Background: an optimization exercise with open tools, aiming at small area, a short achievable clock period and few clock cycles per item. Do not read the settings as production practice. The RTL was checked by simulation tests, not by an equivalence proof against the original design.

== the baseline ==
// lsc_mapper
module lsc_mapper (
    input  wire        clk,
    input  wire        rst,
    input  wire        in_valid,
    output wire        in_ready,
    input  wire        in_imm,
    input  wire        in_mtrunc,
    input  wire [15:0] in_value,
    input  wire [15:0] in_rmin,
    input  wire [15:0] in_rmax,
    output wire        out_valid,
    input  wire        out_ready,
    output wire [7:0]  out_angle,
    output wire [31:0] out_lux
);
    reg        k_valid;              
    reg        rdy;                  
    wire       adv = ~k_valid;       
    assign in_ready = rdy;
    reg        v0;
    reg        imm0, trunc0;
    reg [15:0] val0, rmin0, rmax0;
    function [1:0] add3;         
        input [1:0] a, b;
        case ({a, b})
            4'b0000: add3 = 2'd0; 4'b0001: add3 = 2'd1; 4'b0010: add3 = 2'd2;
            4'b0100: add3 = 2'd1; 4'b0101: add3 = 2'd2; 4'b0110: add3 = 2'd0;
            4'b1000: add3 = 2'd2; 4'b1001: add3 = 2'd0; 4'b1010: add3 = 2'd1;
            default: add3 = 2'd0;
        endcase
    endfunction
    function [1:0] dig3;         
        input [1:0] d;
        dig3 = {d[1] & ~d[0], d[0] & ~d[1]};
    endfunction
    function [1:0] pair3;        
        input [3:0] x;
        pair3 = add3(dig3(x[1:0]), dig3(x[3:2]));
    endfunction
    wire [1:0] vm3 = add3(add3(pair3(val0[3:0]),  pair3(val0[7:4])),
                          add3(pair3(val0[11:8]), pair3(val0[15:12])));
    wire [25:0] n_s1;
    wire [15:0] d_s1;
    lsc_mapper_front u_front (
        .val(val0), .vm3(vm3), .rmin(rmin0), .rmax(rmax0), .imm(imm0), .trunc(trunc0),
        .n(n_s1), .dn(d_s1)
    );
    reg        v1, neg1;
    reg [23:0] n1;
  ...
For scale: about 3300 cells after synthesis, roughly 96 I/O pins, about 26000 um^2 of cells after synthesis.
==> flow/config.mk <==
export PLATFORM = sky130hd
export DESIGN_NAME = lsc_mapper
export DESIGN_NICKNAME = lsc_mapper
export VERILOG_FILES = /design/flow/design.v
export SDC_FILE = /design/flow/constraint.sdc
export NUM_CORES = 4
export LEC_CHECK = 0
export ABC_AREA = 1
export CAP_MARGIN = 20
export CORE_MARGIN = 2
export CORE_UTILIZATION = 55
export CTS_BUF_LIST = sky130_fd_sc_hd__clkbuf_16
export CTS_CLUSTER_DIAMETER = 80
export CTS_CLUSTER_SIZE = 20
export SLEW_MARGIN = 20
export SYNTH_HIERARCHICAL = 1
==> flow/constraint.sdc <==
create_clock -name core_clock -period 22.0 [get_ports {clk}]
set_input_delay 4.4000 -clock core_clock [delete_from_list [all_inputs] [get_ports {clk}]]
set_output_delay 4.4000 -clock core_clock [all_outputs]
set_load 0.01 [all_outputs]
standard.sh (not shown) runs the stock make flow with config.mk's settings and CLKGATE_MAP_FILE= SYNTH_SCRIPT=/design/flow/synth_recipe.tcl, a recipe that flattens the netlist after the stock synthesis.
==> flow/flow/run.sh <==
#!/bin/bash
# Layout: the standard flow (standard synthesis, same constraints), with ORFS's
# repair_timing asked for a larger setup margin so that it also works on paths that
# already meet the 22 ns clock, and plain buffers on the ports.  Each tool's output
# goes to a log file here.
set -euo pipefail
bash standard.sh SETUP_SLACK_MARGIN=16 "BUFFER_PORTS_ARGS=-buffer_cell sky130_fd_sc_hd__buf_1" finish > flow_make.log 2>&1
Testbench counts of the baseline, summed over its fixed seeds: cycles 2,088, items 2,048.
Here is what was changed in the inputs of the candidate compared with the baseline.
Settings: CORE_UTILIZATION changed from 55 to 60.
--- a/flow/flow/run.sh
+++ b/flow/flow/run.sh
@@ -5,3 +5,3 @@
 # goes to a log file here.
 set -euo pipefail
-bash standard.sh SETUP_SLACK_MARGIN=16 "BUFFER_PORTS_ARGS=-buffer_cell sky130_fd_sc_hd__buf_1" finish > flow_make.log 2>&1
+bash standard.sh SETUP_SLACK_MARGIN=16 "BUFFER_PORTS_ARGS=-buffer_cell sky130_fd_sc_hd__buf_2" finish > flow_make.log 2>&1
Notes after the runs:
- The candidate reached the end of the flow, and the finished layout is clean on the timing, DRC and antenna checks.
- From the baseline to the candidate the numbers moved as follows: maximum count of clock buffers along a single path level; post-detailed-routing wire length moved up.
- Measured against each other, the baseline and the candidate differ in tightest hold margin, the lower figure coming from the baseline.


Another version of the RTL of lsc_mapper (not shown whole).
Size: about 2,400 cells after synthesis, about 96 I/O pins, roughly 26,000 um2 of cells after synthesis.
==> flow/config.mk <==
export PLATFORM = sky130hd
export DESIGN_NAME = lsc_mapper
export DESIGN_NICKNAME = lsc_mapper
export VERILOG_FILES = /design/flow/design.v
export SDC_FILE = /design/flow/constraint.sdc
export NUM_CORES = 4
export LEC_CHECK = 0
export ABC_AREA = 0
export CAP_MARGIN = 20
export CORE_MARGIN = 2
export CORE_UTILIZATION = 55
export CTS_BUF_LIST = sky130_fd_sc_hd__clkbuf_4
export SLEW_MARGIN = 20
export SYNTH_HIERARCHICAL = 1
==> flow/constraint.sdc <==
create_clock -name core_clock -period 22.0 [get_ports {clk}]
set_input_delay 4.4000 -clock core_clock [delete_from_list [all_inputs] [get_ports {clk}]]
set_output_delay 4.4000 -clock core_clock [all_outputs]
set_load 0.01 [all_outputs]
==> flow/flow/run.sh <==
#!/bin/bash
# Layout: the standard flow (standard synthesis, same constraints), with ORFS's
# repair_timing asked for a larger setup margin so that it also works on paths that
# already meet the 22 ns clock, and plain buffers on the ports.  Each tool's output
# goes to a log file here.
set -euo pipefail
bash standard.sh SETUP_SLACK_MARGIN=16 "BUFFER_PORTS_ARGS=-buffer_cell sky130_fd_sc_hd__buf_2" finish > flow_make.log 2>&1
The starting point produced a clean layout.
Testbench counts at the start, summed over its fixed seeds: cycles 2,088, items 2,048.
==> next run, changes <==
--- a/flow/flow/run.sh
+++ b/flow/flow/run.sh
@@ -5,3 +5,3 @@
 # goes to a log file here.
 set -euo pipefail
-bash standard.sh SETUP_SLACK_MARGIN=16 "BUFFER_PORTS_ARGS=-buffer_cell sky130_fd_sc_hd__buf_2" finish > flow_make.log 2>&1
+bash standard.sh SETUP_SLACK_MARGIN=15.5 "BUFFER_PORTS_ARGS=-buffer_cell sky130_fd_sc_hd__buf_2" finish > flow_make.log 2>&1
ABC_AREA = 1   (was 0)
- setup slack is better by 210 ps
- die area is higher by 4.7%
- critical path depth is higher by 2
- sequential share of layout area is higher by 1.4 points
- core utilization is lower by 6.0 points
- worst hold slack is worse by 37 ps
- routed wire length is higher by 13%
==> next run, changes <==
==> flow/run.sh (new file) <==
#!/bin/bash
# synth_recipe.tcl (not shown) runs the flow's synth.tcl, then flattens the netlist and writes it again
# the make line also repeats each setting of config.mk as NAME=value (left out here)
make -C /OpenROAD-flow-scripts/flow DESIGN_CONFIG=/design/flow/config.mk WORK_HOME=/design/flow/orfs CLKGATE_MAP_FILE= SYNTH_SCRIPT=/design/flow/synth_recipe.tcl finish
removed: flow/flow/run.sh
removed: flow/standard.sh
Effect:
- setup slack is worse by 990 ps
- non-clock buffer count shrinks by 3
- via count barely changes
- first-iteration DRC count drops by about 3%
- area after synthesis stays the same
- hold slack gains 53 ps
- design area is higher by about 1.3%
- routed wire length climbs by 0.47%
==> next run, changes <==
==> flow/flow/run.sh (new file) <==
#!/bin/bash
# Layout: the standard flow (standard synthesis, same constraints), with ORFS's
# repair_timing asked for a larger setup margin so that it also works on paths that
# already meet the 22 ns clock, and plain buffers on the ports.  Each tool's output
# goes to a log file here.
set -euo pipefail
bash standard.sh SETUP_SLACK_MARGIN=16 "BUFFER_PORTS_ARGS=-buffer_cell sky130_fd_sc_hd__buf_2" finish > flow_make.log 2>&1
==> flow/standard.sh (new file) <==
#!/bin/bash
# synth_recipe.tcl (not shown) runs the flow's synth.tcl, then flattens the netlist and writes it again
# the make line also repeats each setting of config.mk as NAME=value (left out here)
make -C /OpenROAD-flow-scripts/flow DESIGN_CONFIG=/design/flow/config.mk WORK_HOME=/design/flow/orfs CLKGATE_MAP_FILE= SYNTH_SCRIPT=/design/flow/synth_recipe.tcl "${@:-finish}"
CORE_UTILIZATION = 65   (was 55)
CTS_BUF_LIST = sky130_fd_sc_hd__clkbuf_8   (was sky130_fd_sc_hd__clkbuf_4)
removed: flow/run.sh
Result: The changed run completed with no timing, DRC or antenna violations. Core utilization climbs by 13 points. Maximum frequency goes up by 16%. Clock-buffer cell count decreases by 55. Synthesized cell count is unchanged. Final area went up by 2.1%. Worst hold slack improved by 12 ps. Sequential share of layout area drops by 0.59 points. Wire length increases by 4.2%.
==> next run, changes <==
CORE_UTILIZATION = 55   (was 65)
CTS_BUF_LIST = sky130_fd_sc_hd__clkbuf_4   (was sky130_fd_sc_hd__clkbuf_8)
- first-iteration DRC count decreases by about 33%
- wire length decreases by 2.8%
- sequential cell count stays the same
- hold slack loses 66 ps
- worst setup slack gains 170 ps
- critical path depth decreases by 45
- final cell count increases by about 2.3%


## build 41
The RTL this note starts from:
==> flow/design.v <==
module lsc_mapper_front (
    input  wire [15:0] val,
    input  wire [1:0]  vm3,      
    input  wire [15:0] rmin,
    input  wire [15:0] rmax,
    input  wire        imm,
    input  wire        trunc,
    output wire [25:0] n,        
    output wire [15:0] dn        
);
    function [51:0] csa;
        input [25:0] a, b, c;
        csa = {((a & b) | (a & c) | (b & c)) << 1, a ^ b ^ c};
    endfunction
    reg  [7:0] m30;
    always @(*) begin
        case ({val[0], vm3})
            3'b000: m30 = 8'd0;   3'b001: m30 = 8'd60;  3'b010: m30 = 8'd120;
            3'b100: m30 = 8'd90;  3'b101: m30 = 8'd150; 3'b110: m30 = 8'd30;
            default: m30 = 8'd0;
        endcase
    end
    wire [25:0] vv = {10'd0, val};
    wire [25:0] rn = {10'd0, ~rmin};
    wire [7:0]  mn = ~(trunc ? m30 : 8'd0);              
    localparam [25:0] K = 26'h34BFFB5;   
    wire [25:0] o1 = vv << 7;
    wire [25:0] o2 = vv << 4;
    wire [25:0] o3 = vv << 2;
    wire [25:0] o4 = imm ? (vv << 5) : (vv << 1);
    wire [25:0] o5 = rn << 7;
    wire [25:0] o6 = rn << 5;
    wire [25:0] o7 = rn << 4;
    wire [25:0] o8 = rn << 2;
    wire [25:0] o9 = {18'd0, mn};
    wire [51:0] a1 = csa(o1, o2, o3);
    wire [51:0] a2 = csa(o4, o5, o6);
    wire [51:0] a3 = csa(o7, o8, K);
    wire [51:0] b1 = csa(a1[25:0], a1[51:26], a2[25:0]);
    wire [51:0] b2 = csa(a2[51:26], a3[25:0], a3[51:26]);
    wire [51:0] c1 = csa(b1[25:0], b1[51:26], b2[25:0]);
    wire [51:0] d1 = csa(c1[25:0], c1[51:26], b2[51:26]);
    wire [51:0] e1 = csa(d1[25:0], d1[51:26], o9);
    assign n  = e1[25:0] + e1[51:26];
    assign dn = ~(rmax - rmin);
endmodule
module lsc_mapper_div2 (
    input  wire [17:0] win,
    input  wire [15:0] dn,
    output wire [1:0]  q,
    output wire [15:0] rem
);
    function [16:0] dstep;       
        input [16:0] top;
        input [15:0] dn;
        reg   [17:0] t;
        begin
            t = {1'b0, top} + {2'b11, dn} + 18'd1;       
            dstep = t[17] ? {1'b0, top[15:0]} : {1'b1, t[15:0]};
        end
    endfunction
    wire [16:0] a = dstep(win[17:1], dn);
    wire [16:0] b = dstep({a[15:0], win[0]}, dn);
    assign q   = {a[16], b[16]};
    assign rem = b[15:0];
endmodule
module lsc_mapper_div3 (
    input  wire [18:0] win,
    input  wire [15:0] dn,
    output wire [2:0]  q,
    output wire [15:0] rem
);
    wire [1:0]  qa;
    wire [15:0] ra;
    lsc_mapper_div2 u2 (.win(win[18:1]), .dn(dn), .q(qa), .rem(ra));
    wire [17:0] t = {1'b0, ra, win[0]} + {2'b11, dn} + 18'd1;   
    assign q   = {qa, ~t[17]};
    assign rem = t[17] ? {ra[14:0], win[0]} : t[15:0];
endmodule
module lsc_mapper_lux_hi (
    input  wire [15:0] val,
    output wire [7:0]  q,        
    output wire [1:0]  r,        
    output wire [8:0]  lo9       
);
    wire [18:0] x5 = {3'd0, val} + {1'b0, val, 2'b00};
    wire [9:0]  qq = x5[18:9] / 10'd3;
    wire [9:0]  rr = x5[18:9] % 10'd3;
    assign q   = qq[7:0];
    assign r   = rr[1:0];
    assign lo9 = x5[8:0];
endmodule
module lsc_mapper (
    input  wire        clk,
    input  wire        rst,
    input  wire        in_valid,
    output wire        in_ready,
    input  wire        in_imm,
    input  wire        in_mtrunc,
    input  wire [15:0] in_value,
    input  wire [15:0] in_rmin,
    input  wire [15:0] in_rmax,
    output wire        out_valid,
    input  wire        out_ready,
    output wire [7:0]  out_angle,
    output wire [31:0] out_lux
);
    reg        k_valid;              
    reg        rdy;                  
    wire       adv = ~k_valid;       
    assign in_ready = rdy;
    reg        v0;
    reg        imm0, trunc0;
    reg [15:0] val0, rmin0, rmax0;
    function [1:0] add3;         
        input [1:0] a, b;
        case ({a, b})
            4'b0000: add3 = 2'd0; 4'b0001: add3 = 2'd1; 4'b0010: add3 = 2'd2;
            4'b0100: add3 = 2'd1; 4'b0101: add3 = 2'd2; 4'b0110: add3 = 2'd0;
            4'b1000: add3 = 2'd2; 4'b1001: add3 = 2'd0; 4'b1010: add3 = 2'd1;
            default: add3 = 2'd0;
        endcase
    endfunction
    function [1:0] dig3;         
        input [1:0] d;
        dig3 = {d[1] & ~d[0], d[0] & ~d[1]};
    endfunction
    function [1:0] pair3;        
        input [3:0] x;
        pair3 = add3(dig3(x[1:0]), dig3(x[3:2]));
    endfunction
    wire [1:0] vm3 = add3(add3(pair3(val0[3:0]),  pair3(val0[7:4])),
                          add3(pair3(val0[11:8]), pair3(val0[15:12])));
    wire [25:0] n_s1;
    wire [15:0] d_s1;
    lsc_mapper_front u_front (
        .val(val0), .vm3(vm3), .rmin(rmin0), .rmax(rmax0), .imm(imm0), .trunc(trunc0),
        .n(n_s1), .dn(d_s1)
    );
    reg        v1, neg1;
    reg [23:0] n1;
    reg [15:0] d1, val1;         
    wire [2:0]  q765;
    wire [15:0] rem765;
    lsc_mapper_div3 u_div765 (.win(n1[23:5]), .dn(d1), .q(q765), .rem(rem765));
    wire [16:0] ov_t   = {1'b0, n1[23:8]} + {1'b1, d1} + 17'd1;
    wire        ovf_s2 = ~ov_t[16];                          
    reg        v2, neg2, ovf2;
    reg [20:0] r2;               
    reg [2:0]  q2;
    reg [15:0] d2, val2;
    wire [2:0]  q432;
    wire [15:0] rem432;
    lsc_mapper_div3 u_div432 (.win(r2[20:2]), .dn(d2), .q(q432), .rem(rem432));
    wire [5:0]  qh = {q2, q432};                             
    wire [7:0]  lqh_s3;
    wire [1:0]  lrh_s3;
    wire [8:0]  llo_s3;
    lsc_mapper_lux_hi u_luxh (.val(val2), .q(lqh_s3), .r(lrh_s3), .lo9(llo_s3));
    reg        v3, neg3, ovf3;
    reg [17:0] r3;
    reg [5:0]  q3;
    reg [15:0] d3;
    reg [7:0]  lqh3;             
    reg [10:0] llo3;             
    wire [17:0] t1  = {1'b0, r3[17:1]} + {2'b11, d3} + 18'd1;       
    wire [15:0] rr1 = t1[17] ? r3[16:1] : t1[15:0];
    wire [17:0] t0  = {1'b0, rr1, r3[0]} + {2'b11, d3} + 18'd1;     
    wire [1:0]  q10 = {~t1[17], ~t0[17]};
    wire        sat = ovf3 | (q3 >= 6'd45);                  
    wire [7:0]  ang_s4 = neg3 ? 8'd0 : sat ? 8'd180 : {q3, q10};
    wire [10:0] lqq = llo3 / 11'd3;
    wire [10:0] lrr = llo3 % 11'd3;
    wire [8:0]  lql = lqq[8:0];
    wire [1:0]  lr  = lrr[1:0];
    wire [16:0] lq = {lqh3[7:0], lql};
    reg        o_valid;
    reg [7:0]  o_angle;
    reg [16:0] o_lux;
    reg [1:0]  o_r;
    reg [7:0]  k_angle;
    reg [16:0] k_lux;
    reg [1:0]  k_r;
    wire o_free = ~o_valid | out_ready;
    always @(posedge clk) begin
        if (rst) begin
            v0 <= 1'b0; v1 <= 1'b0; v2 <= 1'b0; v3 <= 1'b0;
            o_valid <= 1'b0;
            k_valid <= 1'b0;
            rdy     <= 1'b1;
        end else begin
            if (adv) begin
                v0 <= in_valid;
                v1 <= v0;
                v2 <= v1;
                v3 <= v2;
            end
            if (k_valid) begin
                if (out_ready) begin
                    o_valid <= 1'b1;
                    k_valid <= 1'b0;
                    rdy     <= 1'b1;
                end
            end else if (o_free) begin
                o_valid <= v3;
            end else if (v3) begin
                k_valid <= 1'b1;
                rdy     <= 1'b0;
            end
        end
        if (adv) begin
            imm0   <= in_imm;
            trunc0 <= ~in_imm & in_mtrunc;
            val0   <= in_value;
            rmin0  <= in_rmin;
            rmax0  <= in_rmax;
            n1   <= n_s1[23:0];
            neg1 <= n_s1[25];
            d1   <= d_s1;
            val1 <= val0;
            r2   <= {rem765, n1[4:0]};
            q2   <= q765;
            neg2 <= neg1;
            ovf2 <= ovf_s2;
            d2   <= d1;
            val2 <= val1;
            r3   <= {rem432, r2[1:0]};
            q3   <= qh;
            neg3 <= neg2;
            ovf3 <= ovf2;
            d3   <= d2;
            lqh3 <= lqh_s3;
            llo3 <= {lrh_s3, llo_s3};
        end
        if (k_valid) begin
            if (out_ready) begin
                o_angle <= k_angle;
                o_lux   <= k_lux;
                o_r     <= k_r;
            end
        end else if (o_free) begin
            o_angle <= ang_s4;
            o_lux   <= lq;
            o_r     <= lr;
        end else begin
            k_angle <= ang_s4;
            k_lux   <= lq;
            k_r     <= lr;
        end
    end
    assign out_valid = o_valid;
    assign out_angle = o_angle;
    assign out_lux = {o_lux,
                      o_r[1], o_r[0], o_r[1], o_r[0], o_r[1], o_r[0], o_r[1], o_r[0],
                      o_r[1], o_r[0], o_r[1], o_r[0], o_r[1], o_r[0], o_r[1]};
endmodule
Settings: LEC_CHECK=0, ABC_AREA=1, CAP_MARGIN=20, CORE_MARGIN=2, CORE_UTILIZATION=62, CTS_BUF_LIST=sky130_fd_sc_hd__clkbuf_16, CTS_CLUSTER_DIAMETER=80, CTS_CLUSTER_SIZE=20, SLEW_MARGIN=20, SYNTH_HIERARCHICAL=1; clock period 22.0 ns.
==> flow/flow/run.sh <==
#!/bin/bash
# Layout: the standard flow (standard synthesis, same constraints), with ORFS's
# repair_timing asked for a larger setup margin so that it also works on paths that
# already meet the 22 ns clock, and plain buffers on the ports.  Each tool's output
# goes to a log file here.
set -euo pipefail
bash standard.sh SETUP_SLACK_MARGIN=16 "BUFFER_PORTS_ARGS=-buffer_cell sky130_fd_sc_hd__buf_2" finish > flow_make.log 2>&1
Testbench counts of build 41, summed over its fixed seeds: cycles 2,088, items 2,048.
#### Input delta (build 19 over build 41)
- CORE_UTILIZATION: 62 -> 55
--- a/flow/flow/run.sh
+++ b/flow/flow/run.sh
@@ -6,2 +6,2 @@
 set -euo pipefail
-bash standard.sh SETUP_SLACK_MARGIN=16 "BUFFER_PORTS_ARGS=-buffer_cell sky130_fd_sc_hd__buf_2" finish > flow_make.log 2>&1
+bash standard.sh SETUP_SLACK_MARGIN=16.3 "BUFFER_PORTS_ARGS=-buffer_cell sky130_fd_sc_hd__buf_2" finish > flow_make.log 2>&1
Findings:
Build 19 completed end to end with timing, DRC and antenna clean. Length of routed wiring on met1 ended up 6.4% higher on build 19 than on build 41. Clock buffer count in the final layout in build 19 vs build 41: up 1. Going from build 41 to build 19, die outline area grows by 5500 sq um. Changes observed in build 19 relative to build 41: layout overhead on the synthesized area increased 2.6 points; final area now larger.
#### Input delta (build 56 over build 19)
- swapping 55 for 45 in CORE_UTILIZATION
--- a/flow/flow/run.sh
+++ b/flow/flow/run.sh
@@ -6,2 +6,2 @@
 set -euo pipefail
-bash standard.sh SETUP_SLACK_MARGIN=16.3 "BUFFER_PORTS_ARGS=-buffer_cell sky130_fd_sc_hd__buf_2" finish > flow_make.log 2>&1
+bash standard.sh SETUP_SLACK_MARGIN=16 "BUFFER_PORTS_ARGS=-buffer_cell sky130_fd_sc_hd__buf_2" finish > flow_make.log 2>&1
[summary]
- Against build 19, x dimension of the die in build 56 rose by more than 10%.
- Summed area of non-filler cells in the final layout: build 56 vs build 19 — no meaningful difference
- On build 56: global-route met3 utilization is 0.27 points lower than what build 19 gave.
- Wire length reported by the detailed router came out higher on build 56 than on build 19.
- Re final net count: build 56 is 25 down on build 19.
- Via count is higher on build 19
- Taking build 19 over build 56, the depth of the most critical reg-to-reg path ratio works out to 1.10.
- On number of iterations in the first detailed-routing pass, the higher figure sits with build 19, not build 56.
- Diff build 19 -> build 56 | global-route wire length before repair | up by a few percent
Inputs modified between build 56 and build 45:
- CORE_UTILIZATION now 55, was 45
--- a/flow/flow/run.sh
+++ b/flow/flow/run.sh
@@ -6,2 +6,2 @@
 set -euo pipefail
-bash standard.sh SETUP_SLACK_MARGIN=16 "BUFFER_PORTS_ARGS=-buffer_cell sky130_fd_sc_hd__buf_2" finish > flow_make.log 2>&1
+bash standard.sh SETUP_SLACK_MARGIN=16.5 "BUFFER_PORTS_ARGS=-buffer_cell sky130_fd_sc_hd__buf_2" finish > flow_make.log 2>&1
Findings:
- The lower met1 usage of build 45 and build 56 is in build 56.
- Build 45: post-CTS setup buffer count is 22 higher than what build 56 reported.
- Count of input and output buffers came out exactly the same in build 45 and build 56.
- | register cell area after layout | build 45 vs build 56 | ≈ equal |
- Note that the total detailed-routing wirelength recorded for build 56 amounts to 1.06 times the value seen in build 45.
- Taking build 56 as the reference point, the worst setup slack of build 45 falls by 0.024 ns.
- [diff] register-to-register slack, build 45 relative to build 56: improvement

[separate check: timing with driven ports]
How much do the figures lean on ideal ports? The routed layouts below were timed once more, with nothing changed but the port constraints.
Step 1: set_driving_cell puts a clkbuf_16 on clk and a buf_2 on each other input, an assumption about the parent block.
Step 2, shift: input delay + t, output delay - t, t = (earliest + latest rising clock arrival at the registers) / 2. This alone moves slack from input paths to output paths.
Three values: ideal ports, drivers, drivers and shift; two values: the first two.
| run | shift t [ns] | slack for setup (ns) | latest minus earliest clock arrival (ns) | slew at the worst register clock pin (ns) |
|---|---|---|---|---|
| the baseline | 0.596 | 16.382 / 16.329 / 16.360 | 0.042 / 0.042 | 0.09 / 0.09 |
| the candidate | 0.597 | 16.337 / 16.337 / 16.337 | 0.021 / 0.021 | 0.09 / 0.09 |
| the first run of note 2 | 0.844 | 15.739 / 15.739 / 15.739 | 0.069 / 0.069 | 0.07 / 0.07 |
| the second run of note 2 | 0.871 | 15.948 / 15.948 / 15.948 | 0.096 / 0.096 | 0.07 / 0.07 |
| the third run of note 2 | 0.856 | 14.956 / 14.956 / 14.956 | 0.074 / 0.074 | 0.08 / 0.08 |
| the fourth run of note 2 | 0.706 | 15.926 / 15.926 / 15.926 | 0.032 / 0.031 | 0.07 / 0.07 |
| the fifth run of note 2 | 0.868 | 16.101 / 16.045 / 16.304 | 0.093 / 0.092 | 0.07 / 0.07 |
| build 41 | 0.596 | 16.426 / 16.367 / 16.382 | 0.030 / 0.030 | 0.09 / 0.09 |
| build 19 | 0.615 | 16.381 / 16.325 / 16.101 | 0.045 / 0.045 | 0.09 / 0.09 |
| build 56 | 0.627 | 16.405 / 16.342 / 16.368 | 0.016 / 0.017 | 0.08 / 0.08 |
| build 45 | 0.615 | 16.381 / 16.325 / 16.098 | 0.043 / 0.043 | 0.09 / 0.09 |
After both steps setup and hold are still met in every run listed. For build 45, which loses most, drivers alone change the setup slack by -0.056 ns; drivers and shift together by -0.283 ns.
